What follows belongs to an exercise in optimizing a design on an open flow for small area, a short achievable clock period and few clock cycles; a production flow would make more cautious choices.
Function was checked by simulation only, so behaviour that the tests miss may differ from the original.
Power and IR drop assume default switching activity.

### design/flow/config.mk
export PLATFORM = sky130hd
export DESIGN_NAME = dither_mono
export DESIGN_NICKNAME = dither_mono
export VERILOG_FILES = /design/flow/design.v
export SDC_FILE = /design/flow/constraint.sdc
export NUM_CORES = 4
export LEC_CHECK = 0
export CAP_MARGIN = 20
export CORE_MARGIN = 2
export CORE_UTILIZATION = 55
export CTS_CLUSTER_DIAMETER = 60
export CTS_CLUSTER_SIZE = 25
export PLACE_DENSITY = 0.65
export SLEW_MARGIN = 20
### design/flow/constraint.sdc
create_clock -name core_clock -period 13.0 [get_ports {clk}]
set_input_delay 2.6000 -clock core_clock [delete_from_list [all_inputs] [get_ports {clk}]]
set_output_delay 2.6000 -clock core_clock [all_outputs]
set_load 0.01 [all_outputs]
### design/flow/design.v
module dither_mono #(
    parameter W = 32
) (
    input  wire        clk,
    input  wire        rst,
    input  wire        in_valid,
    output wire        in_ready,
    input  wire [15:0] in_pixel,
    input  wire        in_sof,
    input  wire [7:0]  cfg_thr,
    input  wire        cfg_dither,
    output wire        out_valid,
    input  wire        out_ready,
    output wire [7:0]  out_byte
);
    function [5:0] q7_off(input [6:0] s);
        case (s)
        7'd0: q7_off = 6'd0;
        7'd1: q7_off = 6'd0;
        7'd2: q7_off = 6'd0;
        7'd3: q7_off = 6'd1;
        7'd4: q7_off = 6'd1;
        7'd5: q7_off = 6'd2;
        7'd6: q7_off = 6'd2;
        7'd7: q7_off = 6'd3;
        7'd8: q7_off = 6'd3;
        7'd9: q7_off = 6'd3;
        7'd10: q7_off = 6'd4;
        7'd11: q7_off = 6'd4;
        7'd12: q7_off = 6'd5;
        7'd13: q7_off = 6'd5;
        7'd14: q7_off = 6'd6;
        7'd15: q7_off = 6'd6;
        7'd16: q7_off = 6'd7;
        7'd17: q7_off = 6'd7;
        7'd18: q7_off = 6'd7;
        7'd19: q7_off = 6'd8;
        7'd20: q7_off = 6'd8;
        7'd21: q7_off = 6'd9;
        7'd22: q7_off = 6'd9;
        7'd23: q7_off = 6'd10;
        7'd24: q7_off = 6'd10;
        7'd25: q7_off = 6'd10;
        7'd26: q7_off = 6'd11;
        7'd27: q7_off = 6'd11;
        7'd28: q7_off = 6'd12;
        7'd29: q7_off = 6'd12;
        7'd30: q7_off = 6'd13;
        7'd31: q7_off = 6'd13;
        7'd32: q7_off = 6'd14;
        7'd33: q7_off = 6'd14;
        7'd34: q7_off = 6'd14;
        7'd35: q7_off = 6'd15;
        7'd36: q7_off = 6'd15;
        7'd37: q7_off = 6'd16;
        7'd38: q7_off = 6'd16;
        7'd39: q7_off = 6'd17;
        7'd40: q7_off = 6'd17;
        7'd41: q7_off = 6'd17;
        7'd42: q7_off = 6'd18;
        7'd43: q7_off = 6'd18;
        7'd44: q7_off = 6'd19;
        7'd45: q7_off = 6'd19;
        7'd46: q7_off = 6'd20;
        7'd47: q7_off = 6'd20;
        7'd48: q7_off = 6'd21;
        7'd49: q7_off = 6'd21;
        7'd50: q7_off = 6'd21;
        7'd51: q7_off = 6'd22;
        7'd52: q7_off = 6'd22;
        7'd53: q7_off = 6'd23;
        7'd54: q7_off = 6'd23;
        7'd55: q7_off = 6'd24;
        7'd56: q7_off = 6'd24;
        7'd57: q7_off = 6'd24;
        7'd58: q7_off = 6'd25;
        7'd59: q7_off = 6'd25;
        7'd60: q7_off = 6'd26;
        7'd61: q7_off = 6'd26;
        7'd62: q7_off = 6'd27;
        7'd63: q7_off = 6'd27;
        7'd64: q7_off = 6'd36;
        7'd65: q7_off = 6'd36;
        7'd66: q7_off = 6'd36;
        7'd67: q7_off = 6'd37;
        7'd68: q7_off = 6'd37;
        7'd69: q7_off = 6'd38;
        7'd70: q7_off = 6'd38;
        7'd71: q7_off = 6'd39;
        7'd72: q7_off = 6'd39;
        7'd73: q7_off = 6'd39;
        7'd74: q7_off = 6'd40;
        7'd75: q7_off = 6'd40;
        7'd76: q7_off = 6'd41;
        7'd77: q7_off = 6'd41;
        7'd78: q7_off = 6'd42;
        7'd79: q7_off = 6'd42;
        7'd80: q7_off = 6'd43;
        7'd81: q7_off = 6'd43;
        7'd82: q7_off = 6'd43;
        7'd83: q7_off = 6'd44;
        7'd84: q7_off = 6'd44;
        7'd85: q7_off = 6'd45;
        7'd86: q7_off = 6'd45;
        7'd87: q7_off = 6'd46;
        7'd88: q7_off = 6'd46;
        7'd89: q7_off = 6'd46;
        7'd90: q7_off = 6'd47;
        7'd91: q7_off = 6'd47;
        7'd92: q7_off = 6'd48;
        7'd93: q7_off = 6'd48;
        7'd94: q7_off = 6'd49;
        7'd95: q7_off = 6'd49;
        7'd96: q7_off = 6'd50;
        7'd97: q7_off = 6'd50;
        7'd98: q7_off = 6'd50;
        7'd99: q7_off = 6'd51;
        7'd100: q7_off = 6'd51;
        7'd101: q7_off = 6'd52;
        7'd102: q7_off = 6'd52;
        7'd103: q7_off = 6'd53;
        7'd104: q7_off = 6'd53;
        7'd105: q7_off = 6'd53;
        7'd106: q7_off = 6'd54;
        7'd107: q7_off = 6'd54;
        7'd108: q7_off = 6'd55;
        7'd109: q7_off = 6'd55;
        7'd110: q7_off = 6'd56;
        7'd111: q7_off = 6'd56;
        7'd112: q7_off = 6'd57;
        7'd113: q7_off = 6'd57;
        7'd114: q7_off = 6'd57;
        7'd115: q7_off = 6'd58;
        7'd116: q7_off = 6'd58;
        7'd117: q7_off = 6'd59;
        7'd118: q7_off = 6'd59;
        7'd119: q7_off = 6'd60;
        7'd120: q7_off = 6'd60;
        7'd121: q7_off = 6'd60;
        7'd122: q7_off = 6'd61;
        7'd123: q7_off = 6'd61;
        7'd124: q7_off = 6'd62;
        7'd125: q7_off = 6'd62;
        7'd126: q7_off = 6'd63;
        7'd127: q7_off = 6'd63;
        endcase
    endfunction
    function [5:0] q7_on(input [6:0] s);
        case (s)
        7'd0: q7_on = 6'd36;
        7'd1: q7_on = 6'd36;
        7'd2: q7_on = 6'd37;
        7'd3: q7_on = 6'd37;
        7'd4: q7_on = 6'd38;
        7'd5: q7_on = 6'd38;
        7'd6: q7_on = 6'd39;
        7'd7: q7_on = 6'd39;
        7'd8: q7_on = 6'd39;
        7'd9: q7_on = 6'd40;
        7'd10: q7_on = 6'd40;
        7'd11: q7_on = 6'd41;
        7'd12: q7_on = 6'd41;
        7'd13: q7_on = 6'd42;
        7'd14: q7_on = 6'd42;
        7'd15: q7_on = 6'd43;
        7'd16: q7_on = 6'd43;
        7'd17: q7_on = 6'd43;
        7'd18: q7_on = 6'd44;
        7'd19: q7_on = 6'd44;
        7'd20: q7_on = 6'd45;
        7'd21: q7_on = 6'd45;
        7'd22: q7_on = 6'd46;
        7'd23: q7_on = 6'd46;
        7'd24: q7_on = 6'd46;
        7'd25: q7_on = 6'd47;
        7'd26: q7_on = 6'd47;
        7'd27: q7_on = 6'd48;
        7'd28: q7_on = 6'd48;
        7'd29: q7_on = 6'd49;
        7'd30: q7_on = 6'd49;
        7'd31: q7_on = 6'd50;
        7'd32: q7_on = 6'd50;
        7'd33: q7_on = 6'd50;
        7'd34: q7_on = 6'd51;
        7'd35: q7_on = 6'd51;
        7'd36: q7_on = 6'd52;
        7'd37: q7_on = 6'd52;
        7'd38: q7_on = 6'd53;
        7'd39: q7_on = 6'd53;
        7'd40: q7_on = 6'd53;
        7'd41: q7_on = 6'd54;
        7'd42: q7_on = 6'd54;
        7'd43: q7_on = 6'd55;
        7'd44: q7_on = 6'd55;
        7'd45: q7_on = 6'd56;
        7'd46: q7_on = 6'd56;
        7'd47: q7_on = 6'd57;
        7'd48: q7_on = 6'd57;
        7'd49: q7_on = 6'd57;
        7'd50: q7_on = 6'd58;
        7'd51: q7_on = 6'd58;
        7'd52: q7_on = 6'd59;
        7'd53: q7_on = 6'd59;
        7'd54: q7_on = 6'd60;
        7'd55: q7_on = 6'd60;
        7'd56: q7_on = 6'd60;
        7'd57: q7_on = 6'd61;
        7'd58: q7_on = 6'd61;
        7'd59: q7_on = 6'd62;
        7'd60: q7_on = 6'd62;
        7'd61: q7_on = 6'd63;
        7'd62: q7_on = 6'd63;
        7'd63: q7_on = 6'd0;
        7'd64: q7_on = 6'd0;
        7'd65: q7_on = 6'd0;
        7'd66: q7_on = 6'd1;
        7'd67: q7_on = 6'd1;
        7'd68: q7_on = 6'd2;
        7'd69: q7_on = 6'd2;
        7'd70: q7_on = 6'd3;
        7'd71: q7_on = 6'd3;
        7'd72: q7_on = 6'd3;
        7'd73: q7_on = 6'd4;
        7'd74: q7_on = 6'd4;
        7'd75: q7_on = 6'd5;
        7'd76: q7_on = 6'd5;
        7'd77: q7_on = 6'd6;
        7'd78: q7_on = 6'd6;
        7'd79: q7_on = 6'd7;
        7'd80: q7_on = 6'd7;
        7'd81: q7_on = 6'd7;
        7'd82: q7_on = 6'd8;
        7'd83: q7_on = 6'd8;
        7'd84: q7_on = 6'd9;
        7'd85: q7_on = 6'd9;
        7'd86: q7_on = 6'd10;
        7'd87: q7_on = 6'd10;
        7'd88: q7_on = 6'd10;
        7'd89: q7_on = 6'd11;
        7'd90: q7_on = 6'd11;
        7'd91: q7_on = 6'd12;
        7'd92: q7_on = 6'd12;
        7'd93: q7_on = 6'd13;
        7'd94: q7_on = 6'd13;
        7'd95: q7_on = 6'd14;
        7'd96: q7_on = 6'd14;
        7'd97: q7_on = 6'd14;
        7'd98: q7_on = 6'd15;
        7'd99: q7_on = 6'd15;
        7'd100: q7_on = 6'd16;
        7'd101: q7_on = 6'd16;
        7'd102: q7_on = 6'd17;
        7'd103: q7_on = 6'd17;
        7'd104: q7_on = 6'd17;
        7'd105: q7_on = 6'd18;
        7'd106: q7_on = 6'd18;
        7'd107: q7_on = 6'd19;
        7'd108: q7_on = 6'd19;
        7'd109: q7_on = 6'd20;
        7'd110: q7_on = 6'd20;
        7'd111: q7_on = 6'd21;
        7'd112: q7_on = 6'd21;
        7'd113: q7_on = 6'd21;
        7'd114: q7_on = 6'd22;
        7'd115: q7_on = 6'd22;
        7'd116: q7_on = 6'd23;
        7'd117: q7_on = 6'd23;
        7'd118: q7_on = 6'd24;
        7'd119: q7_on = 6'd24;
        7'd120: q7_on = 6'd24;
        7'd121: q7_on = 6'd25;
        7'd122: q7_on = 6'd25;
        7'd123: q7_on = 6'd26;
        7'd124: q7_on = 6'd26;
        7'd125: q7_on = 6'd27;
        7'd126: q7_on = 6'd27;
        7'd127: q7_on = 6'd28;
        endcase
    endfunction
    function [5:0] q5_off(input [6:0] s);
        case (s)
        7'd0: q5_off = 6'd0;
        7'd1: q5_off = 6'd0;
        7'd2: q5_off = 6'd0;
        7'd3: q5_off = 6'd0;
        7'd4: q5_off = 6'd1;
        7'd5: q5_off = 6'd1;
        7'd6: q5_off = 6'd1;
        7'd7: q5_off = 6'd2;
        7'd8: q5_off = 6'd2;
        7'd9: q5_off = 6'd2;
        7'd10: q5_off = 6'd3;
        7'd11: q5_off = 6'd3;
        7'd12: q5_off = 6'd3;
        7'd13: q5_off = 6'd4;
        7'd14: q5_off = 6'd4;
        7'd15: q5_off = 6'd4;
        7'd16: q5_off = 6'd5;
        7'd17: q5_off = 6'd5;
        7'd18: q5_off = 6'd5;
        7'd19: q5_off = 6'd5;
        7'd20: q5_off = 6'd6;
        7'd21: q5_off = 6'd6;
        7'd22: q5_off = 6'd6;
        7'd23: q5_off = 6'd7;
        7'd24: q5_off = 6'd7;
        7'd25: q5_off = 6'd7;
        7'd26: q5_off = 6'd8;
        7'd27: q5_off = 6'd8;
        7'd28: q5_off = 6'd8;
        7'd29: q5_off = 6'd9;
        7'd30: q5_off = 6'd9;
        7'd31: q5_off = 6'd9;
        7'd32: q5_off = 6'd10;
        7'd33: q5_off = 6'd10;
        7'd34: q5_off = 6'd10;
        7'd35: q5_off = 6'd10;
        7'd36: q5_off = 6'd11;
        7'd37: q5_off = 6'd11;
        7'd38: q5_off = 6'd11;
        7'd39: q5_off = 6'd12;
        7'd40: q5_off = 6'd12;
        7'd41: q5_off = 6'd12;
        7'd42: q5_off = 6'd13;
        7'd43: q5_off = 6'd13;
        7'd44: q5_off = 6'd13;
        7'd45: q5_off = 6'd14;
        7'd46: q5_off = 6'd14;
        7'd47: q5_off = 6'd14;
        7'd48: q5_off = 6'd15;
        7'd49: q5_off = 6'd15;
        7'd50: q5_off = 6'd15;
        7'd51: q5_off = 6'd15;
        7'd52: q5_off = 6'd16;
        7'd53: q5_off = 6'd16;
        7'd54: q5_off = 6'd16;
        7'd55: q5_off = 6'd17;
        7'd56: q5_off = 6'd17;
        7'd57: q5_off = 6'd17;
        7'd58: q5_off = 6'd18;
        7'd59: q5_off = 6'd18;
        7'd60: q5_off = 6'd18;
        7'd61: q5_off = 6'd19;
        7'd62: q5_off = 6'd19;
        7'd63: q5_off = 6'd19;
        7'd64: q5_off = 6'd44;
        7'd65: q5_off = 6'd44;
        7'd66: q5_off = 6'd44;
        7'd67: q5_off = 6'd44;
        7'd68: q5_off = 6'd45;
        7'd69: q5_off = 6'd45;
        7'd70: q5_off = 6'd45;
        7'd71: q5_off = 6'd46;
        7'd72: q5_off = 6'd46;
        7'd73: q5_off = 6'd46;
        7'd74: q5_off = 6'd47;
        7'd75: q5_off = 6'd47;
        7'd76: q5_off = 6'd47;
        7'd77: q5_off = 6'd48;
        7'd78: q5_off = 6'd48;
        7'd79: q5_off = 6'd48;
        7'd80: q5_off = 6'd49;
        7'd81: q5_off = 6'd49;
        7'd82: q5_off = 6'd49;
        7'd83: q5_off = 6'd49;
        7'd84: q5_off = 6'd50;
        7'd85: q5_off = 6'd50;
        7'd86: q5_off = 6'd50;
        7'd87: q5_off = 6'd51;
        7'd88: q5_off = 6'd51;
        7'd89: q5_off = 6'd51;
        7'd90: q5_off = 6'd52;
        7'd91: q5_off = 6'd52;
        7'd92: q5_off = 6'd52;
        7'd93: q5_off = 6'd53;
        7'd94: q5_off = 6'd53;
        7'd95: q5_off = 6'd53;
        7'd96: q5_off = 6'd54;
        7'd97: q5_off = 6'd54;
        7'd98: q5_off = 6'd54;
        7'd99: q5_off = 6'd54;
        7'd100: q5_off = 6'd55;
        7'd101: q5_off = 6'd55;
        7'd102: q5_off = 6'd55;
        7'd103: q5_off = 6'd56;
        7'd104: q5_off = 6'd56;
        7'd105: q5_off = 6'd56;
        7'd106: q5_off = 6'd57;
        7'd107: q5_off = 6'd57;
        7'd108: q5_off = 6'd57;
        7'd109: q5_off = 6'd58;
        7'd110: q5_off = 6'd58;
        7'd111: q5_off = 6'd58;
        7'd112: q5_off = 6'd59;
        7'd113: q5_off = 6'd59;
        7'd114: q5_off = 6'd59;
        7'd115: q5_off = 6'd59;
        7'd116: q5_off = 6'd60;
        7'd117: q5_off = 6'd60;
        7'd118: q5_off = 6'd60;
        7'd119: q5_off = 6'd61;
        7'd120: q5_off = 6'd61;
        7'd121: q5_off = 6'd61;
        7'd122: q5_off = 6'd62;
        7'd123: q5_off = 6'd62;
        7'd124: q5_off = 6'd62;
        7'd125: q5_off = 6'd63;
        7'd126: q5_off = 6'd63;
        7'd127: q5_off = 6'd63;
        endcase
    endfunction
    function [5:0] q5_on(input [6:0] s);
        case (s)
        7'd0: q5_on = 6'd44;
        7'd1: q5_on = 6'd44;
        7'd2: q5_on = 6'd44;
        7'd3: q5_on = 6'd45;
        7'd4: q5_on = 6'd45;
        7'd5: q5_on = 6'd45;
        7'd6: q5_on = 6'd46;
        7'd7: q5_on = 6'd46;
        7'd8: q5_on = 6'd46;
        7'd9: q5_on = 6'd47;
        7'd10: q5_on = 6'd47;
        7'd11: q5_on = 6'd47;
        7'd12: q5_on = 6'd48;
        7'd13: q5_on = 6'd48;
        7'd14: q5_on = 6'd48;
        7'd15: q5_on = 6'd49;
        7'd16: q5_on = 6'd49;
        7'd17: q5_on = 6'd49;
        7'd18: q5_on = 6'd49;
        7'd19: q5_on = 6'd50;
        7'd20: q5_on = 6'd50;
        7'd21: q5_on = 6'd50;
        7'd22: q5_on = 6'd51;
        7'd23: q5_on = 6'd51;
        7'd24: q5_on = 6'd51;
        7'd25: q5_on = 6'd52;
        7'd26: q5_on = 6'd52;
        7'd27: q5_on = 6'd52;
        7'd28: q5_on = 6'd53;
        7'd29: q5_on = 6'd53;
        7'd30: q5_on = 6'd53;
        7'd31: q5_on = 6'd54;
        7'd32: q5_on = 6'd54;
        7'd33: q5_on = 6'd54;
        7'd34: q5_on = 6'd54;
        7'd35: q5_on = 6'd55;
        7'd36: q5_on = 6'd55;
        7'd37: q5_on = 6'd55;
        7'd38: q5_on = 6'd56;
        7'd39: q5_on = 6'd56;
        7'd40: q5_on = 6'd56;
        7'd41: q5_on = 6'd57;
        7'd42: q5_on = 6'd57;
        7'd43: q5_on = 6'd57;
        7'd44: q5_on = 6'd58;
        7'd45: q5_on = 6'd58;
        7'd46: q5_on = 6'd58;
        7'd47: q5_on = 6'd59;
        7'd48: q5_on = 6'd59;
        7'd49: q5_on = 6'd59;
        7'd50: q5_on = 6'd59;
        7'd51: q5_on = 6'd60;
        7'd52: q5_on = 6'd60;
        7'd53: q5_on = 6'd60;
        7'd54: q5_on = 6'd61;
        7'd55: q5_on = 6'd61;
        7'd56: q5_on = 6'd61;
        7'd57: q5_on = 6'd62;
        7'd58: q5_on = 6'd62;
        7'd59: q5_on = 6'd62;
        7'd60: q5_on = 6'd63;
        7'd61: q5_on = 6'd63;
        7'd62: q5_on = 6'd63;
        7'd63: q5_on = 6'd0;
        7'd64: q5_on = 6'd0;
        7'd65: q5_on = 6'd0;
        7'd66: q5_on = 6'd0;
        7'd67: q5_on = 6'd1;
        7'd68: q5_on = 6'd1;
        7'd69: q5_on = 6'd1;
        7'd70: q5_on = 6'd2;
        7'd71: q5_on = 6'd2;
        7'd72: q5_on = 6'd2;
        7'd73: q5_on = 6'd3;
        7'd74: q5_on = 6'd3;
        7'd75: q5_on = 6'd3;
        7'd76: q5_on = 6'd4;
        7'd77: q5_on = 6'd4;
        7'd78: q5_on = 6'd4;
        7'd79: q5_on = 6'd5;
        7'd80: q5_on = 6'd5;
        7'd81: q5_on = 6'd5;
        7'd82: q5_on = 6'd5;
        7'd83: q5_on = 6'd6;
        7'd84: q5_on = 6'd6;
        7'd85: q5_on = 6'd6;
        7'd86: q5_on = 6'd7;
        7'd87: q5_on = 6'd7;
        7'd88: q5_on = 6'd7;
        7'd89: q5_on = 6'd8;
        7'd90: q5_on = 6'd8;
        7'd91: q5_on = 6'd8;
        7'd92: q5_on = 6'd9;
        7'd93: q5_on = 6'd9;
        7'd94: q5_on = 6'd9;
        7'd95: q5_on = 6'd10;
        7'd96: q5_on = 6'd10;
        7'd97: q5_on = 6'd10;
        7'd98: q5_on = 6'd10;
        7'd99: q5_on = 6'd11;
        7'd100: q5_on = 6'd11;
        7'd101: q5_on = 6'd11;
        7'd102: q5_on = 6'd12;
        7'd103: q5_on = 6'd12;
        7'd104: q5_on = 6'd12;
        7'd105: q5_on = 6'd13;
        7'd106: q5_on = 6'd13;
        7'd107: q5_on = 6'd13;
        7'd108: q5_on = 6'd14;
        7'd109: q5_on = 6'd14;
        7'd110: q5_on = 6'd14;
        7'd111: q5_on = 6'd15;
        7'd112: q5_on = 6'd15;
        7'd113: q5_on = 6'd15;
        7'd114: q5_on = 6'd15;
        7'd115: q5_on = 6'd16;
        7'd116: q5_on = 6'd16;
        7'd117: q5_on = 6'd16;
        7'd118: q5_on = 6'd17;
        7'd119: q5_on = 6'd17;
        7'd120: q5_on = 6'd17;
        7'd121: q5_on = 6'd18;
        7'd122: q5_on = 6'd18;
        7'd123: q5_on = 6'd18;
        7'd124: q5_on = 6'd19;
        7'd125: q5_on = 6'd19;
        7'd126: q5_on = 6'd19;
        7'd127: q5_on = 6'd20;
        endcase
    endfunction
    function [4:0] q3_off(input [6:0] s);
        case (s)
        7'd0: q3_off = 5'd0;
        7'd1: q3_off = 5'd0;
        7'd2: q3_off = 5'd0;
        7'd3: q3_off = 5'd0;
        7'd4: q3_off = 5'd0;
        7'd5: q3_off = 5'd0;
        7'd6: q3_off = 5'd1;
        7'd7: q3_off = 5'd1;
        7'd8: q3_off = 5'd1;
        7'd9: q3_off = 5'd1;
        7'd10: q3_off = 5'd1;
        7'd11: q3_off = 5'd2;
        7'd12: q3_off = 5'd2;
        7'd13: q3_off = 5'd2;
        7'd14: q3_off = 5'd2;
        7'd15: q3_off = 5'd2;
        7'd16: q3_off = 5'd3;
        7'd17: q3_off = 5'd3;
        7'd18: q3_off = 5'd3;
        7'd19: q3_off = 5'd3;
        7'd20: q3_off = 5'd3;
        7'd21: q3_off = 5'd3;
        7'd22: q3_off = 5'd4;
        7'd23: q3_off = 5'd4;
        7'd24: q3_off = 5'd4;
        7'd25: q3_off = 5'd4;
        7'd26: q3_off = 5'd4;
        7'd27: q3_off = 5'd5;
        7'd28: q3_off = 5'd5;
        7'd29: q3_off = 5'd5;
        7'd30: q3_off = 5'd5;
        7'd31: q3_off = 5'd5;
        7'd32: q3_off = 5'd6;
        7'd33: q3_off = 5'd6;
        7'd34: q3_off = 5'd6;
        7'd35: q3_off = 5'd6;
        7'd36: q3_off = 5'd6;
        7'd37: q3_off = 5'd6;
        7'd38: q3_off = 5'd7;
        7'd39: q3_off = 5'd7;
        7'd40: q3_off = 5'd7;
        7'd41: q3_off = 5'd7;
        7'd42: q3_off = 5'd7;
        7'd43: q3_off = 5'd8;
        7'd44: q3_off = 5'd8;
        7'd45: q3_off = 5'd8;
        7'd46: q3_off = 5'd8;
        7'd47: q3_off = 5'd8;
        7'd48: q3_off = 5'd9;
        7'd49: q3_off = 5'd9;
        7'd50: q3_off = 5'd9;
        7'd51: q3_off = 5'd9;
        7'd52: q3_off = 5'd9;
        7'd53: q3_off = 5'd9;
        7'd54: q3_off = 5'd10;
        7'd55: q3_off = 5'd10;
        7'd56: q3_off = 5'd10;
        7'd57: q3_off = 5'd10;
        7'd58: q3_off = 5'd10;
        7'd59: q3_off = 5'd11;
        7'd60: q3_off = 5'd11;
        7'd61: q3_off = 5'd11;
        7'd62: q3_off = 5'd11;
        7'd63: q3_off = 5'd11;
        7'd64: q3_off = 5'd20;
        7'd65: q3_off = 5'd20;
        7'd66: q3_off = 5'd20;
        7'd67: q3_off = 5'd20;
        7'd68: q3_off = 5'd20;
        7'd69: q3_off = 5'd20;
        7'd70: q3_off = 5'd21;
        7'd71: q3_off = 5'd21;
        7'd72: q3_off = 5'd21;
        7'd73: q3_off = 5'd21;
        7'd74: q3_off = 5'd21;
        7'd75: q3_off = 5'd22;
        7'd76: q3_off = 5'd22;
        7'd77: q3_off = 5'd22;
        7'd78: q3_off = 5'd22;
        7'd79: q3_off = 5'd22;
        7'd80: q3_off = 5'd23;
        7'd81: q3_off = 5'd23;
        7'd82: q3_off = 5'd23;
        7'd83: q3_off = 5'd23;
        7'd84: q3_off = 5'd23;
        7'd85: q3_off = 5'd23;
        7'd86: q3_off = 5'd24;
        7'd87: q3_off = 5'd24;
        7'd88: q3_off = 5'd24;
        7'd89: q3_off = 5'd24;
        7'd90: q3_off = 5'd24;
        7'd91: q3_off = 5'd25;
        7'd92: q3_off = 5'd25;
        7'd93: q3_off = 5'd25;
        7'd94: q3_off = 5'd25;
        7'd95: q3_off = 5'd25;
        7'd96: q3_off = 5'd26;
        7'd97: q3_off = 5'd26;
        7'd98: q3_off = 5'd26;
        7'd99: q3_off = 5'd26;
        7'd100: q3_off = 5'd26;
        7'd101: q3_off = 5'd26;
        7'd102: q3_off = 5'd27;
        7'd103: q3_off = 5'd27;
        7'd104: q3_off = 5'd27;
        7'd105: q3_off = 5'd27;
        7'd106: q3_off = 5'd27;
        7'd107: q3_off = 5'd28;
        7'd108: q3_off = 5'd28;
        7'd109: q3_off = 5'd28;
        7'd110: q3_off = 5'd28;
        7'd111: q3_off = 5'd28;
        7'd112: q3_off = 5'd29;
        7'd113: q3_off = 5'd29;
        7'd114: q3_off = 5'd29;
        7'd115: q3_off = 5'd29;
        7'd116: q3_off = 5'd29;
        7'd117: q3_off = 5'd29;
        7'd118: q3_off = 5'd30;
        7'd119: q3_off = 5'd30;
        7'd120: q3_off = 5'd30;
        7'd121: q3_off = 5'd30;
        7'd122: q3_off = 5'd30;
        7'd123: q3_off = 5'd31;
        7'd124: q3_off = 5'd31;
        7'd125: q3_off = 5'd31;
        7'd126: q3_off = 5'd31;
        7'd127: q3_off = 5'd31;
        endcase
    endfunction
    function [4:0] q3_on(input [6:0] s);
        case (s)
        7'd0: q3_on = 5'd20;
        7'd1: q3_on = 5'd20;
        7'd2: q3_on = 5'd20;
        7'd3: q3_on = 5'd20;
        7'd4: q3_on = 5'd20;
        7'd5: q3_on = 5'd21;
        7'd6: q3_on = 5'd21;
        7'd7: q3_on = 5'd21;
        7'd8: q3_on = 5'd21;
        7'd9: q3_on = 5'd21;
        7'd10: q3_on = 5'd22;
        7'd11: q3_on = 5'd22;
        7'd12: q3_on = 5'd22;
        7'd13: q3_on = 5'd22;
        7'd14: q3_on = 5'd22;
        7'd15: q3_on = 5'd23;
        7'd16: q3_on = 5'd23;
        7'd17: q3_on = 5'd23;
        7'd18: q3_on = 5'd23;
        7'd19: q3_on = 5'd23;
        7'd20: q3_on = 5'd23;
        7'd21: q3_on = 5'd24;
        7'd22: q3_on = 5'd24;
        7'd23: q3_on = 5'd24;
        7'd24: q3_on = 5'd24;
        7'd25: q3_on = 5'd24;
        7'd26: q3_on = 5'd25;
        7'd27: q3_on = 5'd25;
        7'd28: q3_on = 5'd25;
        7'd29: q3_on = 5'd25;
        7'd30: q3_on = 5'd25;
        7'd31: q3_on = 5'd26;
        7'd32: q3_on = 5'd26;
        7'd33: q3_on = 5'd26;
        7'd34: q3_on = 5'd26;
        7'd35: q3_on = 5'd26;
        7'd36: q3_on = 5'd26;
        7'd37: q3_on = 5'd27;
        7'd38: q3_on = 5'd27;
        7'd39: q3_on = 5'd27;
        7'd40: q3_on = 5'd27;
        7'd41: q3_on = 5'd27;
        7'd42: q3_on = 5'd28;
        7'd43: q3_on = 5'd28;
        7'd44: q3_on = 5'd28;
        7'd45: q3_on = 5'd28;
        7'd46: q3_on = 5'd28;
        7'd47: q3_on = 5'd29;
        7'd48: q3_on = 5'd29;
        7'd49: q3_on = 5'd29;
        7'd50: q3_on = 5'd29;
        7'd51: q3_on = 5'd29;
        7'd52: q3_on = 5'd29;
        7'd53: q3_on = 5'd30;
        7'd54: q3_on = 5'd30;
        7'd55: q3_on = 5'd30;
        7'd56: q3_on = 5'd30;
        7'd57: q3_on = 5'd30;
        7'd58: q3_on = 5'd31;
        7'd59: q3_on = 5'd31;
        7'd60: q3_on = 5'd31;
        7'd61: q3_on = 5'd31;
        7'd62: q3_on = 5'd31;
        7'd63: q3_on = 5'd0;
        7'd64: q3_on = 5'd0;
        7'd65: q3_on = 5'd0;
        7'd66: q3_on = 5'd0;
        7'd67: q3_on = 5'd0;
        7'd68: q3_on = 5'd0;
        7'd69: q3_on = 5'd1;
        7'd70: q3_on = 5'd1;
        7'd71: q3_on = 5'd1;
        7'd72: q3_on = 5'd1;
        7'd73: q3_on = 5'd1;
        7'd74: q3_on = 5'd2;
        7'd75: q3_on = 5'd2;
        7'd76: q3_on = 5'd2;
        7'd77: q3_on = 5'd2;
        7'd78: q3_on = 5'd2;
        7'd79: q3_on = 5'd3;
        7'd80: q3_on = 5'd3;
        7'd81: q3_on = 5'd3;
        7'd82: q3_on = 5'd3;
        7'd83: q3_on = 5'd3;
        7'd84: q3_on = 5'd3;
        7'd85: q3_on = 5'd4;
        7'd86: q3_on = 5'd4;
        7'd87: q3_on = 5'd4;
        7'd88: q3_on = 5'd4;
        7'd89: q3_on = 5'd4;
        7'd90: q3_on = 5'd5;
        7'd91: q3_on = 5'd5;
        7'd92: q3_on = 5'd5;
        7'd93: q3_on = 5'd5;
        7'd94: q3_on = 5'd5;
        7'd95: q3_on = 5'd6;
        7'd96: q3_on = 5'd6;
        7'd97: q3_on = 5'd6;
        7'd98: q3_on = 5'd6;
        7'd99: q3_on = 5'd6;
        7'd100: q3_on = 5'd6;
        7'd101: q3_on = 5'd7;
        7'd102: q3_on = 5'd7;
        7'd103: q3_on = 5'd7;
        7'd104: q3_on = 5'd7;
        7'd105: q3_on = 5'd7;
        7'd106: q3_on = 5'd8;
        7'd107: q3_on = 5'd8;
        7'd108: q3_on = 5'd8;
        7'd109: q3_on = 5'd8;
        7'd110: q3_on = 5'd8;
        7'd111: q3_on = 5'd9;
        7'd112: q3_on = 5'd9;
        7'd113: q3_on = 5'd9;
        7'd114: q3_on = 5'd9;
        7'd115: q3_on = 5'd9;
        7'd116: q3_on = 5'd9;
        7'd117: q3_on = 5'd10;
        7'd118: q3_on = 5'd10;
        7'd119: q3_on = 5'd10;
        7'd120: q3_on = 5'd10;
        7'd121: q3_on = 5'd10;
        7'd122: q3_on = 5'd11;
        7'd123: q3_on = 5'd11;
        7'd124: q3_on = 5'd11;
        7'd125: q3_on = 5'd11;
        7'd126: q3_on = 5'd11;
        7'd127: q3_on = 5'd12;
        endcase
    endfunction
    function [3:0] q1_off(input [6:0] s);
        case (s)
        7'd0: q1_off = 4'd0;
        7'd1: q1_off = 4'd1;
        7'd2: q1_off = 4'd2;
        7'd3: q1_off = 4'd2;
        7'd4: q1_off = 4'd2;
        7'd5: q1_off = 4'd2;
        7'd6: q1_off = 4'd2;
        7'd7: q1_off = 4'd1;
        7'd8: q1_off = 4'd2;
        7'd9: q1_off = 4'd3;
        7'd10: q1_off = 4'd2;
        7'd11: q1_off = 4'd2;
        7'd12: q1_off = 4'd2;
        7'd13: q1_off = 4'd2;
        7'd14: q1_off = 4'd2;
        7'd15: q1_off = 4'd3;
        7'd16: q1_off = 4'd1;
        7'd17: q1_off = 4'd2;
        7'd18: q1_off = 4'd3;
        7'd19: q1_off = 4'd3;
        7'd20: q1_off = 4'd3;
        7'd21: q1_off = 4'd3;
        7'd22: q1_off = 4'd3;
        7'd23: q1_off = 4'd2;
        7'd24: q1_off = 4'd3;
        7'd25: q1_off = 4'd4;
        7'd26: q1_off = 4'd3;
        7'd27: q1_off = 4'd3;
        7'd28: q1_off = 4'd3;
        7'd29: q1_off = 4'd3;
        7'd30: q1_off = 4'd3;
        7'd31: q1_off = 4'd4;
        7'd32: q1_off = 4'd2;
        7'd33: q1_off = 4'd3;
        7'd34: q1_off = 4'd4;
        7'd35: q1_off = 4'd4;
        7'd36: q1_off = 4'd4;
        7'd37: q1_off = 4'd4;
        7'd38: q1_off = 4'd4;
        7'd39: q1_off = 4'd3;
        7'd40: q1_off = 4'd4;
        7'd41: q1_off = 4'd5;
        7'd42: q1_off = 4'd4;
        7'd43: q1_off = 4'd4;
        7'd44: q1_off = 4'd4;
        7'd45: q1_off = 4'd4;
        7'd46: q1_off = 4'd4;
        7'd47: q1_off = 4'd5;
        7'd48: q1_off = 4'd3;
        7'd49: q1_off = 4'd4;
        7'd50: q1_off = 4'd5;
        7'd51: q1_off = 4'd5;
        7'd52: q1_off = 4'd5;
        7'd53: q1_off = 4'd5;
        7'd54: q1_off = 4'd5;
        7'd55: q1_off = 4'd4;
        7'd56: q1_off = 4'd5;
        7'd57: q1_off = 4'd6;
        7'd58: q1_off = 4'd5;
        7'd59: q1_off = 4'd5;
        7'd60: q1_off = 4'd5;
        7'd61: q1_off = 4'd5;
        7'd62: q1_off = 4'd5;
        7'd63: q1_off = 4'd6;
        7'd64: q1_off = 4'd12;
        7'd65: q1_off = 4'd13;
        7'd66: q1_off = 4'd14;
        7'd67: q1_off = 4'd14;
        7'd68: q1_off = 4'd14;
        7'd69: q1_off = 4'd14;
        7'd70: q1_off = 4'd14;
        7'd71: q1_off = 4'd13;
        7'd72: q1_off = 4'd14;
        7'd73: q1_off = 4'd15;
        7'd74: q1_off = 4'd14;
        7'd75: q1_off = 4'd14;
        7'd76: q1_off = 4'd14;
        7'd77: q1_off = 4'd14;
        7'd78: q1_off = 4'd14;
        7'd79: q1_off = 4'd15;
        7'd80: q1_off = 4'd13;
        7'd81: q1_off = 4'd14;
        7'd82: q1_off = 4'd15;
        7'd83: q1_off = 4'd15;
        7'd84: q1_off = 4'd15;
        7'd85: q1_off = 4'd15;
        7'd86: q1_off = 4'd15;
        7'd87: q1_off = 4'd14;
        7'd88: q1_off = 4'd15;
        7'd89: q1_off = 4'd0;
        7'd90: q1_off = 4'd15;
        7'd91: q1_off = 4'd15;
        7'd92: q1_off = 4'd15;
        7'd93: q1_off = 4'd15;
        7'd94: q1_off = 4'd15;
        7'd95: q1_off = 4'd0;
        7'd96: q1_off = 4'd14;
        7'd97: q1_off = 4'd15;
        7'd98: q1_off = 4'd0;
        7'd99: q1_off = 4'd0;
        7'd100: q1_off = 4'd0;
        7'd101: q1_off = 4'd0;
        7'd102: q1_off = 4'd0;
        7'd103: q1_off = 4'd15;
        7'd104: q1_off = 4'd0;
        7'd105: q1_off = 4'd1;
        7'd106: q1_off = 4'd0;
        7'd107: q1_off = 4'd0;
        7'd108: q1_off = 4'd0;
        7'd109: q1_off = 4'd0;
        7'd110: q1_off = 4'd0;
        7'd111: q1_off = 4'd1;
        7'd112: q1_off = 4'd15;
        7'd113: q1_off = 4'd0;
        7'd114: q1_off = 4'd1;
        7'd115: q1_off = 4'd1;
        7'd116: q1_off = 4'd1;
        7'd117: q1_off = 4'd1;
        7'd118: q1_off = 4'd1;
        7'd119: q1_off = 4'd0;
        7'd120: q1_off = 4'd1;
        7'd121: q1_off = 4'd2;
        7'd122: q1_off = 4'd1;
        7'd123: q1_off = 4'd1;
        7'd124: q1_off = 4'd1;
        7'd125: q1_off = 4'd1;
        7'd126: q1_off = 4'd1;
        7'd127: q1_off = 4'd2;
        endcase
    endfunction
    function [3:0] q1_on(input [6:0] s);
        case (s)
        7'd0: q1_on = 4'd13;
        7'd1: q1_on = 4'd14;
        7'd2: q1_on = 4'd14;
        7'd3: q1_on = 4'd14;
        7'd4: q1_on = 4'd14;
        7'd5: q1_on = 4'd14;
        7'd6: q1_on = 4'd13;
        7'd7: q1_on = 4'd14;
        7'd8: q1_on = 4'd15;
        7'd9: q1_on = 4'd14;
        7'd10: q1_on = 4'd14;
        7'd11: q1_on = 4'd14;
        7'd12: q1_on = 4'd14;
        7'd13: q1_on = 4'd14;
        7'd14: q1_on = 4'd15;
        7'd15: q1_on = 4'd13;
        7'd16: q1_on = 4'd14;
        7'd17: q1_on = 4'd15;
        7'd18: q1_on = 4'd15;
        7'd19: q1_on = 4'd15;
        7'd20: q1_on = 4'd15;
        7'd21: q1_on = 4'd15;
        7'd22: q1_on = 4'd14;
        7'd23: q1_on = 4'd15;
        7'd24: q1_on = 4'd0;
        7'd25: q1_on = 4'd15;
        7'd26: q1_on = 4'd15;
        7'd27: q1_on = 4'd15;
        7'd28: q1_on = 4'd15;
        7'd29: q1_on = 4'd15;
        7'd30: q1_on = 4'd0;
        7'd31: q1_on = 4'd14;
        7'd32: q1_on = 4'd15;
        7'd33: q1_on = 4'd0;
        7'd34: q1_on = 4'd0;
        7'd35: q1_on = 4'd0;
        7'd36: q1_on = 4'd0;
        7'd37: q1_on = 4'd0;
        7'd38: q1_on = 4'd15;
        7'd39: q1_on = 4'd0;
        7'd40: q1_on = 4'd1;
        7'd41: q1_on = 4'd0;
        7'd42: q1_on = 4'd0;
        7'd43: q1_on = 4'd0;
        7'd44: q1_on = 4'd0;
        7'd45: q1_on = 4'd0;
        7'd46: q1_on = 4'd1;
        7'd47: q1_on = 4'd15;
        7'd48: q1_on = 4'd0;
        7'd49: q1_on = 4'd1;
        7'd50: q1_on = 4'd1;
        7'd51: q1_on = 4'd1;
        7'd52: q1_on = 4'd1;
        7'd53: q1_on = 4'd1;
        7'd54: q1_on = 4'd0;
        7'd55: q1_on = 4'd1;
        7'd56: q1_on = 4'd2;
        7'd57: q1_on = 4'd1;
        7'd58: q1_on = 4'd1;
        7'd59: q1_on = 4'd1;
        7'd60: q1_on = 4'd1;
        7'd61: q1_on = 4'd1;
        7'd62: q1_on = 4'd2;
        7'd63: q1_on = 4'd0;
        7'd64: q1_on = 4'd1;
        7'd65: q1_on = 4'd2;
        7'd66: q1_on = 4'd2;
        7'd67: q1_on = 4'd2;
        7'd68: q1_on = 4'd2;
        7'd69: q1_on = 4'd2;
        7'd70: q1_on = 4'd1;
        7'd71: q1_on = 4'd2;
        7'd72: q1_on = 4'd3;
        7'd73: q1_on = 4'd2;
        7'd74: q1_on = 4'd2;
        7'd75: q1_on = 4'd2;
        7'd76: q1_on = 4'd2;
        7'd77: q1_on = 4'd2;
        7'd78: q1_on = 4'd3;
        7'd79: q1_on = 4'd1;
        7'd80: q1_on = 4'd2;
        7'd81: q1_on = 4'd3;
        7'd82: q1_on = 4'd3;
        7'd83: q1_on = 4'd3;
        7'd84: q1_on = 4'd3;
        7'd85: q1_on = 4'd3;
        7'd86: q1_on = 4'd2;
        7'd87: q1_on = 4'd3;
        7'd88: q1_on = 4'd4;
        7'd89: q1_on = 4'd3;
        7'd90: q1_on = 4'd3;
        7'd91: q1_on = 4'd3;
        7'd92: q1_on = 4'd3;
        7'd93: q1_on = 4'd3;
        7'd94: q1_on = 4'd4;
        7'd95: q1_on = 4'd2;
        7'd96: q1_on = 4'd3;
        7'd97: q1_on = 4'd4;
        7'd98: q1_on = 4'd4;
        7'd99: q1_on = 4'd4;
        7'd100: q1_on = 4'd4;
        7'd101: q1_on = 4'd4;
        7'd102: q1_on = 4'd3;
        7'd103: q1_on = 4'd4;
        7'd104: q1_on = 4'd5;
        7'd105: q1_on = 4'd4;
        7'd106: q1_on = 4'd4;
        7'd107: q1_on = 4'd4;
        7'd108: q1_on = 4'd4;
        7'd109: q1_on = 4'd4;
        7'd110: q1_on = 4'd5;
        7'd111: q1_on = 4'd3;
        7'd112: q1_on = 4'd4;
        7'd113: q1_on = 4'd5;
        7'd114: q1_on = 4'd5;
        7'd115: q1_on = 4'd5;
        7'd116: q1_on = 4'd5;
        7'd117: q1_on = 4'd5;
        7'd118: q1_on = 4'd4;
        7'd119: q1_on = 4'd5;
        7'd120: q1_on = 4'd6;
        7'd121: q1_on = 4'd5;
        7'd122: q1_on = 4'd5;
        7'd123: q1_on = 4'd5;
        7'd124: q1_on = 4'd5;
        7'd125: q1_on = 4'd5;
        7'd126: q1_on = 4'd6;
        7'd127: q1_on = 4'd4;
        endcase
    endfunction
    function [7:0] ks8(input [7:0] a, input [7:0] b);
        reg [7:0] p, g, pp, gg;
        integer   i, d;
        begin
            p  = a ^ b;
            g  = a & b;
            pp = p;
            gg = g;
            for (d = 1; d < 8; d = d * 2)
                for (i = 7; i >= d; i = i - 1) begin
                    gg[i] = gg[i] | (pp[i] & gg[i-d]);
                    pp[i] = pp[i] & pp[i-d];
                end
            ks8 = p ^ {gg[6:0], 1'b0};
        end
    endfunction
    function gtu8(input [7:0] a, input [7:0] b);
        reg     g, e;
        integer i;
        begin
            g = 1'b0;
            e = 1'b1;
            for (i = 7; i >= 0; i = i - 1) begin
                g = g | (e & a[i] & ~b[i]);
                e = e & (a[i] | ~b[i]) & (~a[i] | b[i]);
            end
            gtu8 = g;
        end
    endfunction
    function [5:0] intensity(input [15:0] p);
        reg [5:0] a, b, c;
        reg       ab, cb, ac;
        begin
            a  = {p[4:0], 1'b0};
            b  = p[10:5];
            c  = {p[15:11], 1'b0};
            ab = gtu8({2'b00, a}, {2'b00, b});
            cb = gtu8({2'b00, c}, {2'b00, b});
            ac = gtu8({3'b000, p[4:0]}, {3'b000, p[15:11]});
            if (ac)
                intensity = ab ? a : b;
            else
                intensity = cb ? c : b;
        end
    endfunction
    wire       f1_go, f2_go, x_go;
    wire       pb_wr;
    wire       g_valid_n, fr_valid_n, x_sure_n;
    wire              a_we;
    wire [4:0]        a_wpos;
    wire signed [6:0] a_wdata;
    reg        in_ready_r;
    reg        iv;
    reg [15:0] ipix;
    reg        isof, idith;
    reg [5:0]  ithr;
    wire acc_in = in_valid & in_ready_r;
    assign in_ready = in_ready_r;
    always @(posedge clk) begin
        if (~iv | pb_wr) begin
            ipix  <= in_pixel;
            isof  <= in_sof;
            ithr  <= cfg_thr[7:2];
            idith <= cfg_dither;
        end
    end
    reg [5:0]  pb [0:31];
    reg [5:0]  cnt;           
    reg        rowfull;       
    reg [4:0]  wx;            
    reg        w_wdir;        
    reg        w_rdir;        
    reg        w_odd, w_first, w_dith;
    reg [5:0]  w_t6;
    reg [4:0]  rk;            
    assign     pb_wr    = iv & (~cnt[5] | f1_go);
    wire       w_new    = (wx == 5'd0);
    wire       wdir_eff = w_new ? w_rdir : w_wdir;
    wire [4:0] wp       = wx ^ {5{wdir_eff}};
    wire       iv_n     = acc_in | (iv & ~pb_wr);
    wire       w_row    = pb_wr & w_new;
    wire       w_odd_n  = w_row ? (~isof & ~w_odd) : w_odd;
    wire       w_first_n = w_row ? isof : w_first;
    wire       w_dith_n = (w_row & isof) ? idith : w_dith;
    wire [5:0] w_t6_n   = (w_row & isof) ? ithr : w_t6;
    wire       w_rdir_n = (w_row & ~isof) ? (w_rdir ^ ~w_odd) : w_rdir;
    wire [5:0] cnt_n    = cnt + {5'd0, pb_wr} - {5'd0, f1_go};
    wire       full_n   = (cnt[5] & (pb_wr | ~f1_go)) | ((cnt == 6'd31) & pb_wr & ~f1_go);
    wire       f1_sure_n = ~g_valid_n | ~fr_valid_n | x_sure_n;
    always @(posedge clk) begin
        if (pb_wr)
            pb[wp] <= intensity(ipix);
    end
    always @(posedge clk) begin
        if (rst) begin
            in_ready_r <= 1'b1;
            iv         <= 1'b0;
            cnt        <= 6'd0;
            rowfull    <= 1'b0;
            wx         <= 5'd0;
            w_rdir     <= 1'b0;
            w_wdir     <= 1'b0;
            w_odd      <= 1'b1;
        end else begin
            in_ready_r <= ~iv_n | ~full_n | f1_sure_n;
            iv         <= iv_n;
            cnt        <= cnt_n;
            rowfull    <= (pb_wr & (wx == 5'd31)) | (rowfull & ~(f1_go & (rk == 5'd31)));
            if (pb_wr)
                wx <= wx + 5'd1;
            if (w_row)
                w_wdir <= w_rdir;
            w_odd   <= w_odd_n;
            w_first <= w_first_n;
            w_dith  <= w_dith_n;
            w_t6    <= w_t6_n;
            w_rdir  <= w_rdir_n;
        end
    end
    reg        rs;            
    reg        r_odd, r_zero, r_dith, r_rdir;
    reg [5:0]  r_t6;
    wire       rs_n   = f1_go ? (rk == 5'd31) : rs;
    wire       f_odd  = r_odd;
    wire       f_zero = r_zero;
    wire       f_dith = r_dith;
    wire [5:0] f_t6   = r_t6;
    wire [4:0] rp     = rk ^ {5{r_rdir}};    
    wire [4:0] fx     = rk ^ {5{r_odd}};     
    wire       avail  = f_odd ? rowfull : (cnt != 6'd0);
    reg signed [6:0]  el [0:31];   
    wire [5:0]        v      = pb[rp];
    wire signed [6:0] el_rd  = (a_we && a_wpos == fx) ? a_wdata : el[fx];
    reg               g_valid;
    reg [5:0]         g_v;
    reg [5:0]         g_t6;
    reg signed [6:0]  g_el;
    reg [4:0]         g_x;
    reg               g_rs, g_last, g_zero, g_dith, g_odd;
    assign f1_go     = avail & (~g_valid | f2_go);
    assign g_valid_n = f1_go | (g_valid & ~f2_go);
    always @(posedge clk) begin
        if (rst) begin
            rk      <= 5'd0;
            rs      <= 1'b1;
            g_valid <= 1'b0;
        end else begin
            if (f1_go)
                rk <= rk + 5'd1;
            rs <= rs_n;
            if (rs_n) begin
                r_odd  <= w_odd_n;
                r_zero <= w_first_n | ~w_dith_n;
                r_dith <= w_dith_n;
                r_rdir <= w_rdir_n;
                r_t6   <= w_t6_n;
            end
            g_valid <= g_valid_n;
        end
        if (f1_go) begin
            g_v    <= v;
            g_t6   <= f_t6;
            g_el   <= el_rd;
            g_x    <= fx;
            g_rs   <= rs;
            g_last <= (rk == 5'd31);
            g_zero <= f_zero;
            g_dith <= f_dith;
            g_odd  <= f_odd;
        end else if (a_we && a_wpos == g_x) begin
            g_el   <= a_wdata;
        end
    end
    reg               fr_valid;
    reg [6:0]         fr_b0;      
    reg signed [7:0]  fr_t;       
    reg               fr_dith, fr_odd, fr_last, fr_rs;
    reg [4:0]         fr_x;
    reg signed [5:0]  accA;        
    reg signed [3:0]  accB;        
    wire signed [5:0] accA_n;
    wire signed [3:0] accB_n;
    wire              caseA = fr_valid;
    wire signed [6:0] err0  = caseA ? {{3{accB_n[3]}}, accB_n} : {accA_n[5], accA_n};
    wire signed [6:0] errl  = (a_we && a_wpos == g_x) ? a_wdata : g_el;
    wire signed [6:0] err   = g_zero ? 7'sd0 : (g_rs ? err0 : errl);
    wire signed [7:0] base  = ks8({2'b00, g_v}, {err[6], err});
    wire [7:0]        g_tv  = ~ks8({2'b11, ~g_t6}, {2'b00, g_v});
    assign f2_go      = g_valid & (~fr_valid | x_go);
    assign fr_valid_n = f2_go | (fr_valid & ~x_go);
    always @(posedge clk) begin
        if (rst)
            fr_valid <= 1'b0;
        else
            fr_valid <= fr_valid_n;
        if (f2_go) begin
            fr_b0   <= base[6:0];
            fr_t    <= ~ks8(~g_tv, {err[6], err});    
            fr_dith <= g_dith;
            fr_odd  <= g_odd;
            fr_last <= g_last;
            fr_rs   <= g_rs;
            fr_x    <= g_x;
        end
    end
    reg signed [5:0]  carry;
    wire [7:0]        s0w  = ks8({1'b0, fr_b0}, {{2{carry[5]}}, carry});
    wire [6:0]        s0   = s0w[6:0];
    wire              on   = gtu8({~carry[5], {2{carry[5]}}, carry[4:0]}, {~fr_t[7], fr_t[6:0]});
    wire [5:0]        q7   = on ? q7_on(s0) : q7_off(s0);
    wire [5:0]        q5   = on ? q5_on(s0) : q5_off(s0);
    wire              sel_q5 = g_valid & ~g_zero;
    reg  [31:0] dec;
    reg  [3:0]  pend;
    reg  [1:0]  nb;
    reg         ov;
    reg  [7:0]  ob;
    reg         pxg_r;        
    reg         nbx_r;        
    wire        cap       = ~ov & pend[nb];
    wire [1:0]  xg        = fr_x[4:3];
    wire        dec_block = pxg_r & (ov | ~nbx_r);
    wire        bdone     = fr_odd ? (fr_x[2:0] == 3'd0) : (fr_x[2:0] == 3'd7);
    wire [3:0]  pend_n    = (pend & ~(cap ? (4'd1 << nb) : 4'd0))
                          | ((x_go & bdone) ? (4'd1 << xg) : 4'd0);
    wire [1:0]  xg_n      = f2_go ? g_x[4:3] : xg;
    assign x_go = fr_valid & ~dec_block;
    assign x_sure_n = ~pend_n[xg_n] | (~(cap | ov) & (nb + {1'b0, cap} == xg_n));
    reg               er_valid, er_rs;
    reg [4:0]         er_wpos;
    reg signed [4:0]  er_q3;
    reg signed [5:0]  er_q5;
    reg signed [3:0]  er_q1;
    always @(posedge clk) begin
        if (rst) begin
            carry    <= 6'sd0;
            er_valid <= 1'b0;
            pend     <= 4'd0;
            pxg_r    <= 1'b0;
            nbx_r    <= 1'b0;
            nb       <= 2'd0;
            ov       <= 1'b0;
        end else begin
            if (x_go) begin
                if (fr_last | ~fr_dith)
                    carry <= (fr_last & sel_q5) ? q5 : 6'sd0;
                else
                    carry <= q7;
            end
            er_valid <= x_go;
            pend <= pend_n;
            pxg_r <= pend_n[xg_n];
            nbx_r <= (nb + {1'b0, cap} == xg_n);
            if (cap)
                nb <= nb + 2'd1;
            ov <= cap | (ov & ~out_ready);
        end
        if (x_go) begin
            dec[fr_x] <= on;
            er_rs     <= fr_rs;
            er_wpos   <= fr_odd ? fr_x + 5'd1 : fr_x - 5'd1;
            er_q3     <= on ? q3_on(s0) : q3_off(s0);
            er_q5     <= q5;
            er_q1     <= on ? q1_on(s0) : q1_off(s0);
        end
        if (cap)
            ob <= dec[nb*8 +: 8];
    end
    assign out_valid = ov;
    assign out_byte  = ob;
    assign a_we    = er_valid & ~er_rs;
    assign a_wpos  = er_wpos;
    wire [7:0] a_sum3 = ks8({{2{accA[5]}}, accA}, {{3{er_q3[4]}}, er_q3});
    wire [7:0] a_sum5 = ks8({{4{accB[3]}}, accB}, {{2{er_q5[5]}}, er_q5});
    assign a_wdata = a_sum3[6:0];
    assign accA_n  = er_valid ? (er_rs ? er_q5 : a_sum5[5:0]) : accA;
    assign accB_n  = er_valid ? er_q1 : accB;
    always @(posedge clk) begin
        accA <= accA_n;
        accB <= accB_n;
        if (a_we)
            el[a_wpos] <= a_wdata;
    end
endmodule
### design/flow/flow/run.sh
#!/bin/bash
# The standard layout, with every port buffered by a buf_4 instead of the
# default port buffer, and timing repair aiming for more setup slack than
# the clock period needs.
set -euo pipefail
export BUFFER_PORTS_ARGS="-buffer_cell sky130_fd_sc_hd__buf_4"
export SETUP_SLACK_MARGIN=9.3
bash standard.sh finish > flow_make.log 2>&1
### design/flow/standard.sh
#!/bin/bash
# synth_recipe.tcl (not shown) runs the flow's synth.tcl, then flattens the netlist and writes it again
# the make line also repeats each setting of config.mk as NAME=value (left out here)
make -C /OpenROAD-flow-scripts/flow DESIGN_CONFIG=/design/flow/config.mk WORK_HOME=/design/flow/orfs CLKGATE_MAP_FILE= SYNTH_SCRIPT=/design/flow/synth_recipe.tcl "${@:-finish}"
==> qor.txt, run 1 <==
Site row count -> 83
Avg Cell Area, Syn -> 15.0 um^2
Outcome -> complete, no violations
Reg2reg setup slack -> 9.46 ns
Fill cells -> 3,795
Via count -> 16,100
Share of cells above drive strength 1 -> 0.194
FF+latch count, synth -> 622
Post-synthesis sequential area ratio -> 0.641
Routed Antenna Nets -> 0
Largest fanout on the critical path -> 1
Clock transition at path regs -> 0.07 ns
Power per Cell Area -> 225 nW/um^2
Clock sinks -> 622
Setup crit end kind -> output pin
Design Area, Final -> 31,300 um^2
Async SR Flop Fraction -> 0
Top FF cell, synth -> edfxtp_1
Max Root-Sink Buffers -> 3
Crit path max-delay family -> flip-flops
Core area -> 51,100 um^2
IO Port Bufs -> 37
Die Span Y -> 231 um
H-tree Lvls -> 2
Beginning of the critical path -> ob[7]
Routed WL per cell -> 22.8 um
Xor and xnor area share after synthesis -> 0.0245
Via density per instance -> 6.10
DR DRC count -> 0
WL final -> 60.1 mm
Clock Skews -> 0.0483 ns
Setup TNS -> 0 ns
GRT overflow -> 0
Worst vdd ir -> 0.186 mV
Worst setup path endpoint -> out_byte[7]
WP depth -> 1
HP Class -> reg -> reg
GPL Wtd Cong -> 0.869
Final Hold Viols -> 0
Worst-Skew Late Latency -> 0.61 ns
Worst R2R End -> carry[2]
Worst-margin pin slew -> 1.18 ns
Largest family of logic cells by synthesized area -> multiplexers
Drt first-iter violations -> 1,247
Post-synthesis net count -> 1,992
Tcrit/Tclk final -> 0.285
Max_cap viols -> 0
Final antenna diode count -> 0
Setup-failing EPs final -> 0
Die width -> 231 um
Achievable Freq -> 270 MHz
DP Area -> 29,500 um^2
Largest net degree at the start of global routing -> 59
Nets@finish -> 2,035
Worst path bufs/invs -> 1
Leak pwr -> 10.5 nW
Pre-Repair DR Iteration Count -> 5
Synthesized area -> 28,300 um^2
Tmin final -> 3.70 ns
IO Pins -> 40
Initial core utilization -> 0.553
Reg2Reg Depth -> 14
CTS tree -> yes
Adder-Cell Fraction of Synth Area -> 0.0402
Hold_ws -> 0.425 ns
Hold_buf cts -> 0
Syn. warnings -> 1
Worst relative slew slack -> 0.207
Post-synth EDFFs -> 564
Crit-path cells -> buf_6
Synth Area in Simple Gates -> 0.0642
Die Area -> 53,200 um^2
Critical Path Max Stage Delay -> 0.40 ns
Initial antenna violation count -> 0
Slew Viols, Final -> 0
Compound-gate portion of the synthesized area -> 0.0745
Unrepaired setup endpoints after global routing -> true
CP Class -> reg -> out
Commonest non-fill, non-tap cell in the layout -> edfxtp_1
Crit path launch type -> flop
Most frequent cells in the layout -> edfxtp_1, nor2_1, mux4_2
TritonCTS Buffers -> 43
Post-synthesis cell type count -> 80
Worst reg2reg path startpoint -> carry[0]
Multiplexer share of the synthesized area -> 0.132
First-pass GRT wire length -> 93.7 mm
WP data required -> 10.40 ns
Post-DP HPWL -> 38.9 mm
Layout area overhead -> 10.6%
Syn Inst Count -> 1,880
Global-route usage over all layers -> 0.231
CTS root buf -> clkbuf_16
CP max stage cell -> edfxtp_1
Crit path DAT -> 1.10 ns
Vias in the first global route -> 16,000
-- worst min path at each step --
stage	start	to	depth (start not counted)
2_1_floorplan	fr_rs	er_rs	0
5_1_grt	r_t6[3]	g_t6[3]	0
3_5_place_dp	r_t6[0]	g_t6[0]	0
3_3_place_gp	g_last	fr_last	0
4_1_cts	g_last	fr_last	0
6_report	g_last	fr_last	0
-- cells by family after synthesis --
kind of cell | Yosys count
flip-flops | 622
AND/OR/NAND/NOR | 391
adder cells (fa/ha/maj) | 87
multiplexers | 196
buffers and inverters | 167
XOR/XNOR | 79
AO/OA/AOI/OAI | 338
-- per-layer routing --
layer / vias to the layer above / routed length, um / global-route usage / part of all wire
li1: 7384 / - / - / -
met1: 8117 / 24600 / 0.312 / 0.41
met2: 482 / 30900 / 0.397 / 0.51
met3: 97 / 3110 / 0.0314 / 0.052
met4: 0 / 1500 / 0.0617 / 0.025
met5: - / 0 / 0 / 0
-- cells in the mapped netlist (all sizes together), types with 5 or more instances --
cell type | n | area [um^2]
and3 | 7 | 43.8
a211oi | 10 | 75.1
a21o | 14 | 105
o22ai | 12 | 75.1
a22oi | 14 | 105
nand2 | 99 | 372
nand2b | 9 | 56.3
buf | 35 | 183
o211ai | 14 | 105
dfxtp | 58 | 1160
nor3 | 24 | 131
inv | 76 | 285
mux2i | 34 | 340
o21bai | 12 | 90.1
a21oi | 95 | 475
nand3 | 19 | 95.1
ha | 74 | 926
or3 | 13 | 81.3
xor2 | 28 | 245
and2 | 5 | 31.3
nand4 | 8 | 50.1
edfxtp | 564 | 16900
xnor2 | 51 | 447
mux2 | 23 | 259
nor2b | 23 | 144
nor2 | 155 | 584
nor3b | 6 | 45.0
maj3 | 5 | 50.1
clkbuf | 54 | 203
fa | 8 | 160
a31oi | 31 | 194
o21ai | 89 | 445
mux4 | 139 | 3130
-- registers in the layout (all words and copies together) (netlist names), 5 cells and up --
register / cells
fr_t: 8
wx: 5
g_x: 5
rk: 5
cnt: 6
g_v: 6
carry: 6
pb: 192
dec: 32
fr_b0: 7
fr_x: 5
accA: 6
w_t6: 6
er_q5: 6
ithr: 6
r_t6: 6
g_el: 7
er_wpos: 5
el: 224
ipix: 16
g_t6: 6
ob: 8
-- stage by stage --
stage          setup WS, ns   util  power, mW  std cells
4_1_cts                9.23  0.609       7.03       2632
3_3_place_gp           8.94  0.577       5.50       2544
5_1_grt                9.25  0.612       7.43       2637
3_5_place_dp           8.88  0.577       5.57       2544
6_report               9.30  0.612       7.04       2637
2_1_floorplan          9.22      -       4.78       1880
-- report_power, final --
group          switching, mW  internal (mW)
combinational           1.66           1.14
clock                  0.744          0.687
sequential             0.102           2.70
-- area by class of cell --
cell class | count | area (um^2) | area share
Timing Repair inverter | 1 | 5.00 | 0.000160
Inverter | 78 | 297 | 0.00949
Timing Repair Buffer | 85 | 706 | 0.0226
Clock inverter | 30 | 373 | 0.0119
Tap cell | 680 | 851 | 0.0272
Sequential cell | 622 | 18100 | 0.579
Clock buffer | 49 | 1120 | 0.0358
Multi-Input combinational cell | 1092 | 9800 | 0.314
-- what timing repair did --
action,in CTS,in global routing
gates cloned,2,1
setup buffers,7,4
resized for setup,17,25
pin swaps,1,4
endpoints found under the setup margin,15,27
hold endpoints to repair,0,0
Testbench counts, summed over its fixed seeds: cycles 20,640.
==> inputs of run 2 (changes only) <==
--- a/design/flow/config.mk
+++ b/design/flow/config.mk
@@ -7,8 +7,8 @@
 export LEC_CHECK = 0
 export CAP_MARGIN = 20
 export CORE_MARGIN = 2
-export CORE_UTILIZATION = 55
+export CORE_UTILIZATION = 65
 export CTS_CLUSTER_DIAMETER = 60
 export CTS_CLUSTER_SIZE = 25
-export PLACE_DENSITY = 0.65
+export PLACE_DENSITY = 0.75
 export SLEW_MARGIN = 20
==> run 2 against run 1 <==
  * Combinational power up 3%
  * Routed wire length up 0.20%
  * Global-route usage up 4.4 points
  * Critical endpoint is now out_byte[2]
  * Sequential power about the same
  * Final cell count down 3.8%
  * Largest power group is now combinational logic
  * First-iteration DRC count up 59%
  * Register-to-register slack about the same
  * Utilization up 11 points
==> qor.txt, run 2 <==
Async SR Flop Fraction -> 0 (unchanged)
CTS tree -> yes
Synthesized area -> 28,300 um^2 (unchanged)
Die Span Y -> 212 um (-7.9%)
Largest regs -> el x224, pb x192, dec x32
DR DRC count -> 0 (unchanged)
Avg Cell Area, Syn -> 15.0 um^2 (unchanged)
TritonCTS Buffers -> 40 (-7.0%)
Initial antenna violation count -> 0 (unchanged)
CP max stage cell -> edfxtp_1
Nets@finish -> 2,041 (+0.29%)
Initial core utilization -> 0.657 (+0.104)
Crit-path cells -> buf_6
Most frequent cell after synthesis -> edfxtp_1
Clock transition at path regs -> 0.09 ns (+0.02 ns)
CP Class -> reg -> out
Max Root-Sink Buffers -> 3 (unchanged)
Tcrit/Tclk final -> 0.286 (+0.00112)
Net switching power -> 2.52 mW (+0.25%)
WL final -> 60.2 mm (+0.20%)
Hold_buf cts -> 0 (unchanged)
Internal -> 4.50 mW (-0.67%)
Worst vdd ir -> 0.153 mV (-17%)
Pre-Repair DR Iteration Count -> 6 (+1)
Max_cap viols -> 0 (unchanged)
Largest fanout on the critical path -> 1 (unchanged)
Tmin final -> 3.72 ns (+0.0146 ns)
FF+latch count, synth -> 622 (unchanged)
Top FF cell, synth -> edfxtp_1
Design Area, Final -> 31,100 um^2 (-0.58%)
Commonest cells post-synth -> edfxtp_1, nor2_1, mux4_2
First-pass GRT wire length -> 92.5 mm (-1.3%)
Reg with most FFs -> el
GPL Wtd Cong -> 0.872 (+0.39%)
Share of cells above drive strength 1 -> 0.197 (+0.00245)
Register Area -> 18,100 um^2 (unchanged)
Syn Inst Count -> 1,880 (unchanged)
Unrepaired setup endpoints after global routing -> true
Critical Path Max Stage Delay -> 0.40 ns (about the same)
Achievable Freq -> 269 MHz (-0.39%)
Global-route usage over all layers -> 0.274 (+0.0435)
Die width -> 212 um (-7.9%)
Pre-CTS WS -> 8.80 ns (-0.0766 ns)
Commonest non-fill, non-tap cell in the layout -> edfxtp_1
Worst path bufs/invs -> 1 (unchanged)
Leak pwr -> 10.5 nW (about the same)
CTS root buf -> clkbuf_16
Most frequent cells in the layout -> edfxtp_1, nor2_1, mux4_2
Sw frac -> 0.359 (+0.00211)
Clock Skews -> 0.0337 ns (-0.0146 ns)
Area of the multi-input gates -> 9790 um^2 (about the same)
Slew Viols, Final -> 0 (unchanged)
Synth top area cells -> edfxtp_1, mux4_2, dfxtp_1
Via count -> 16,300 (+1.4%)
IO Port Bufs -> 37 (unchanged)
Worst relative slew slack -> 0.354 (+0.148)
IO Pins -> 40 (unchanged)
DP Area -> 29,300 um^2 (-0.47%)
Core area -> 43,000 um^2 (-16%)
Clock network power share -> 0.189 (-0.014)
Worst-margin pin slew -> 0.962 ns (-0.220 ns)
Clock sinks -> 622 (unchanged)
Hold_ws -> 0.423 ns (-0.00271 ns)
Max reg flops -> 224 (unchanged)
Setup TNS -> 0 ns (unchanged)
Worst-Skew Late Latency -> 0.60 ns (about the same)
Power per Cell Area -> 226 nW/um^2 (+0.24%)
Setup-failing EPs final -> 0 (unchanged)
Fill cells -> 2,725 (-28%)
HP Class -> reg -> reg
Routed Antenna Nets -> 0 (unchanged)
Layout area overhead -> 9.97%
Via density per instance -> 6.42 (+5.3%)
Post-synthesis cell type count -> 80 (unchanged)
Reg power frac -> 0.400 (about the same)
Crit path max-delay family -> flip-flops
Vias in the first global route -> 16,100 (+0.56%)
Setup crit end kind -> output pin
Final antenna diode count -> 0 (unchanged)
GRT overflow -> 0 (unchanged)
Post-DP HPWL -> 38.7 mm (-0.51%)
Post-synthesis net count -> 1,992 (unchanged)
Post-synth EDFFs -> 564 (unchanged)
Crit path launch type -> flop
Site row count -> 76 (-8.4%)
Drt first-iter violations -> 1,979 (+59%)
Final Hold Viols -> 0 (unchanged)
H-tree Lvls -> 2 (unchanged)
Largest net degree at the start of global routing -> 59 (unchanged)
Syn. warnings -> 1 (unchanged)
Most area-hungry cell type in the Yosys netlist -> edfxtp_1
Setup WS post-layout -> 9.28 ns (-0.0146 ns)
Routed WL per cell -> 23.7 um (+4.1%)
Post-synthesis sequential area ratio -> 0.641 (unchanged)
Die Area -> 45,100 um^2 (-15%)
Outcome -> complete, no violations
WP data required -> 10.40 ns (about the same)
Share of the synthesized area in the top cell type -> 0.599 (unchanged)
Comb pwr share -> 0.412 (+0.014)
Crit path DAT -> 1.12 ns (+0.02 ns)
==> run 2: path summary, 6_finish.rpt <==
| kind | start | end | depth (start not counted) | slack, ns |
|---|---|---|---|---|
| worst max-delay path | ob[2] | out_byte[2] | 1 | 9.28 |
| worst min-delay path | fr_rs | er_rs | 0 | 0.42 |
| worst max register to register | er_q3[0] | fr_t[7] | 15 | 9.45 |
| worst min register to register | fr_rs | er_rs | 0 | 0.42 |
==> run 2: metrics by stage <==
| stage | util | std cells | total power, mW |
|---|---|---|---|
| 2_1_floorplan | - | 1880 | 4.78 |
| 3_3_place_gp | 0.682 | 2449 | 5.47 |
| 3_5_place_dp | 0.682 | 2449 | 5.55 |
| 4_1_cts | 0.717 | 2522 | 6.92 |
| 5_1_grt | 0.723 | 2538 | 7.37 |
| 6_report | 0.723 | 2538 | 7.01 |
==> run 2: final cells by class <==
| class | count | area share |
|---|---|---|
| sequential | 622 | 0.583 |
| multi-input combinational | 1092 | 0.315 |
| clock buffer | 41 | 0.0330 |
| timing repair buffer | 94 | 0.0265 |
| tap | 585 | 0.0236 |
| inverter | 78 | 0.00954 |
| clock inverter | 25 | 0.00942 |
| timing repair inverter | 1 | 0.000161 |
==> run 2: power groups by stage <==
stage	Clock [mW]	Combinational, mW	Sequential, mW
final	1.32	2.89	2.80
after CTS	1.35	2.77	2.81
after global routing	1.41	3.14	2.82
after detailed placement	0	2.70	2.85
after floorplan	0	1.96	2.81
after global placement	0	2.62	2.85
==> run 2: cells by family after synthesis <==
kind of cell	after synthesis	synth area share
XOR/XNOR	79	0.0245
flip-flops	622	0.641
AND/OR/NAND/NOR	391	0.0642
adder cells (fa/ha/maj)	87	0.0402
AO/OA/AOI/OAI	338	0.0745
multiplexers	196	0.132
buffers and inverters	167	0.0240
==> run 2: timing repair <==
item | CTS | global route
resized for setup | 24 | 31
pin swaps | 1 | 3
endpoints found under the setup margin | 16 | 34
buffers inserted | 5 | 14
cloned | 2 | 2
==> run 2: routing by layer <==
metal / GRT usage / up-vias / part of all wire
met2: 0.472 / 635 / 0.51
met1: 0.369 / 8181 / 0.39
met5: 0 / - / 0
met3: 0.0371 / 126 / 0.066
li1: - / 7362 / -
met4: 0.0820 / 0 / 0.029

## port drivers added, routing unchanged
Ports are ideal in the flow. The routed layouts listed here were re-timed in OpenROAD. Step 1 assumes that a clkbuf_16 drives the clock port and a buf_2 every other input. Step 2 also shifts input and output timing later by t, the mid clock arrival at the registers, as if the neighbouring blocks saw the same clock. Slacks: no drivers / after step 1 / after step 2; pairs: no drivers / after step 1.
| run | shift t [ns] | setup WS [ns] | latest minus earliest clock arrival (ns) |
|---|---|---|---|
| run 1 | 0.637 | 9.296 / 9.239 / 9.035 | 0.049 / 0.049 |
| run 2 | 0.639 | 9.281 / 9.224 / 9.049 | 0.036 / 0.035 |
After both steps every run listed still meets setup and hold. For run 1, which loses most, drivers alone change the setup slack by -0.057 ns; drivers and shift together by -0.261 ns.
